What follows belongs to an exercise in optimizing a design on an open flow for small area, a short achievable clock period and few clock cycles; a production flow would make more cautious choices. Function was checked by simulation only, so behaviour that the tests miss may differ from the original. No activity file was given, so power comes from the tool's default toggle rates.

// ma_filter
module ma_filter #(
  parameter integer NST = 10,
  parameter [15:0]  R4  = 16'b0000_0010_1010_1010,
  parameter [15:0]  CUT = 16'b0000_0010_1010_1010
) (
  input  wire         clk,
  input  wire         rst,         
  input  wire         cmd_valid,
  output wire         cmd_ready,
  input  wire         cmd_push,    
  input  wire [7:0]   cmd_n,       
  input  wire [31:0]  ts_in,       
  input  wire [127:0] in_data,     
  output reg          done,
  output reg  [1:0]   err,         
  output reg  [31:0]  ts_out,
  output reg  [127:0] out,         
  output wire [255:0] num,         
  output reg  [39:0]  den,         
  output reg  [13:0]  stat         
);
==> flow/config.mk <==
export PLATFORM = sky130hd
export DESIGN_NAME = ma_filter
export DESIGN_NICKNAME = ma_filter
export VERILOG_FILES = /design/flow/design.v
export SDC_FILE = /design/flow/constraint.sdc
export NUM_CORES = 4
export LEC_CHECK = 0
export CAP_MARGIN = 20
export CORE_MARGIN = 2
export CORE_UTILIZATION = 65
export CTS_CLUSTER_DIAMETER = 60
export CTS_CLUSTER_SIZE = 34
export SETUP_SLACK_MARGIN = 4.3
export SLEW_MARGIN = 20
==> flow/constraint.sdc <==
create_clock -name core_clock -period 8.0 [get_ports {clk}]
set_input_delay 1.6000 -clock core_clock [delete_from_list [all_inputs] [get_ports {clk}]]
set_output_delay 1.6000 -clock core_clock [all_outputs]
set_load 0.01 [all_outputs]
run.sh (not shown) runs the stock make flow with config.mk's settings and CLKGATE_MAP_FILE= SYNTH_SCRIPT=/design/flow/synth_recipe.tcl, a recipe that flattens the netlist after the stock synthesis.
The baseline passed the timing, design-rule and antenna checks.
Testbench counts at the start, summed over its fixed seeds: cycles 2,512.
Change:
--- a/flow/design.v
+++ b/flow/design.v
@@ -1,11 +1,11 @@
 module ma_filter #(
-  parameter integer NST = 10,
-  parameter [15:0]  R4  = 16'b0000_0010_1010_1010,
-  parameter [15:0]  CUT = 16'b0000_0010_1010_1010
+  parameter integer NST = 9,
+  parameter [15:0]  R4  = 16'b0000_0001_0101_0101,
+  parameter [15:0]  CUT = 16'b0000_0001_0101_0101
 ) (
   input  wire         clk,
   input  wire         rst,         
   input  wire         cmd_valid,
   output wire         cmd_ready,
   input  wire         cmd_push,    
   input  wire [7:0]   cmd_n,       
@@ -194,14 +194,15 @@
       for (k = 0; k <= i; k = k + 1) b = b - (R4[k] ? 2 : 1);
       lowbit = b;
     end
   endfunction
   wire [SB-1:0] sb_w [0:NST];
   wire [LB-1:0] ln_w [0:NST][0:7];
   wire [3:0]    thr_w [0:7];        
+  wire [5:0]    dthr_w [0:7];       
   assign sb_w[0] = {v2, err2, stat2, ts2};
   genvar gi, gc;
   generate
     for (gc = 0; gc < 8; gc = gc + 1) begin : g_in
       wire [20:0] nm = num2[gc];
       wire [4:0]  dn = den2[gc];
       wire [19:0] ap = nm[19:0] ^ {20{nm[20]}};
@@ -257,47 +258,57 @@
     end
   endgenerate
   generate
     for (gc = 0; gc < 8; gc = gc + 1) begin : g_thr
       wire [20:0] nm = ln_w[NST-1][gc][45:25];
       wire [4:0]  dn = ln_w[NST-1][gc][24:20];
       wire [3:0]  th = dn[4:1] + {3'd0, dn[0]} - {3'd0, nm[20]};
+      wire [5:0]  dt = {1'b0, dn} + {2'b0, th};
       if (CUT[NST-1]) begin : g_r
         reg [3:0] th_q;
-        always @(posedge clk) th_q <= th;
+        reg [5:0] dt_q;
+        always @(posedge clk) begin
+          th_q <= th;
+          dt_q <= dt;
+        end
         assign thr_w[gc] = th_q;
+        assign dthr_w[gc] = dt_q;
       end else begin : g_w
         assign thr_w[gc] = th;
+        assign dthr_w[gc] = dt;
       end
     end
   endgenerate
   reg [20:0] num_r [0:7];
   reg [20:0] fnm;
-  reg [4:0]  fdn, frr, fthr;
+  reg [4:0]  fdn, frr;
   reg [14:0] fq;
   reg [13:0] fhi, fadj;
   reg [1:0]  flo;
   reg        fs, finc, fcb;
   generate
     for (gc = 0; gc < 8; gc = gc + 1) begin : g_num
       assign num[32*gc +: 32] = {{11{num_r[gc][20]}}, num_r[gc]};
     end
   endgenerate
+  reg [5:0]  fr6;
+  reg        fqb;
   always @(posedge clk) begin
     for (c = 0; c < 8; c = c + 1) begin
       fnm  = ln_w[NST][c][45:25];
       fdn  = ln_w[NST][c][24:20];
       frr  = ln_w[NST][c][19:15];
       fq   = ln_w[NST][c][14:0];
       fs   = fnm[20];
-      fthr = {1'b0, thr_w[c]};
-      finc = (frr >= fthr);
+      fr6  = {frr, fnm[0]};
+      fqb  = (fr6 >= {1'b0, fdn});
+      finc = fqb ? (fr6 >= dthr_w[c]) : (fr6 >= {2'b0, thr_w[c]});
       fhi  = {1'b0, fq[14:2]};
       fadj = (fhi ^ {14{fs}}) + 14'd1;             
-      flo  = fq[1:0];
+      flo  = {fq[1], fqb};
       fcb  = fs ? (!finc && flo == 2'd0) : (finc && flo == 2'd3);
       num_r[c]       <= {fs, fnm[19:0] ^ {20{fs}}};
       den[5*c +: 5]  <= fdn;
       out[16*c +: 16] <= (fdn == 5'd0) ? 16'h8000 :
                          {(fcb ? fadj : fhi ^ {14{fs}}),
                           (fs ? ~(flo - {1'b0, !finc}) : flo + {1'b0, finc})};
     end
Effect:
- The new run produced a clean layout
- wire length came out lower by 0.59%
- total power came out higher by 8.7%
- non-clock buffer count came out lower by 219
- setup slack improves by 260 ps
- via count came out lower by 0.75%
- design area came out lower by 0.83%
- combinational power came out higher by 44%
- register-to-register slack improves by 260 ps
- sequential share of layout area came out higher by 0.47 points
- sequential power came out higher by about 2%
- first-iteration DRC count came out lower by 2.0%
- area after synthesis came out higher by 0.58%
- final cell count is about the same
Testbench counts after the change, summed over its fixed seeds: cycles 2,512.

## static timing again, ports no longer ideal
The results above use ideal ports. As a check the final layouts listed here were re-extracted and re-timed, cells and wires unchanged. Step 1 assumes that a clkbuf_16 drives the clock port and a buf_2 every other input. Step 2 adds t to the input delays and takes it off the output delays; t is the mean of the earliest and latest rising clock arrival at the registers after step 1. Input paths then give back, and output paths get back, about the clock's delay inside the block. Slacks: no drivers / after step 1 / after step 2; pairs: no drivers / after step 1.
run	t (ns)	setup WS [ns]	pins driven straight from the clock port
the first run	1.047	3.962 / 3.962 / 3.331	1
the second run	1.054	4.218 / 4.218 / 3.326	1
After both steps every run listed still meets setup and hold. For the second run, which loses most, drivers alone change the setup slack by 0.000 ns; drivers and shift together by -0.892 ns.
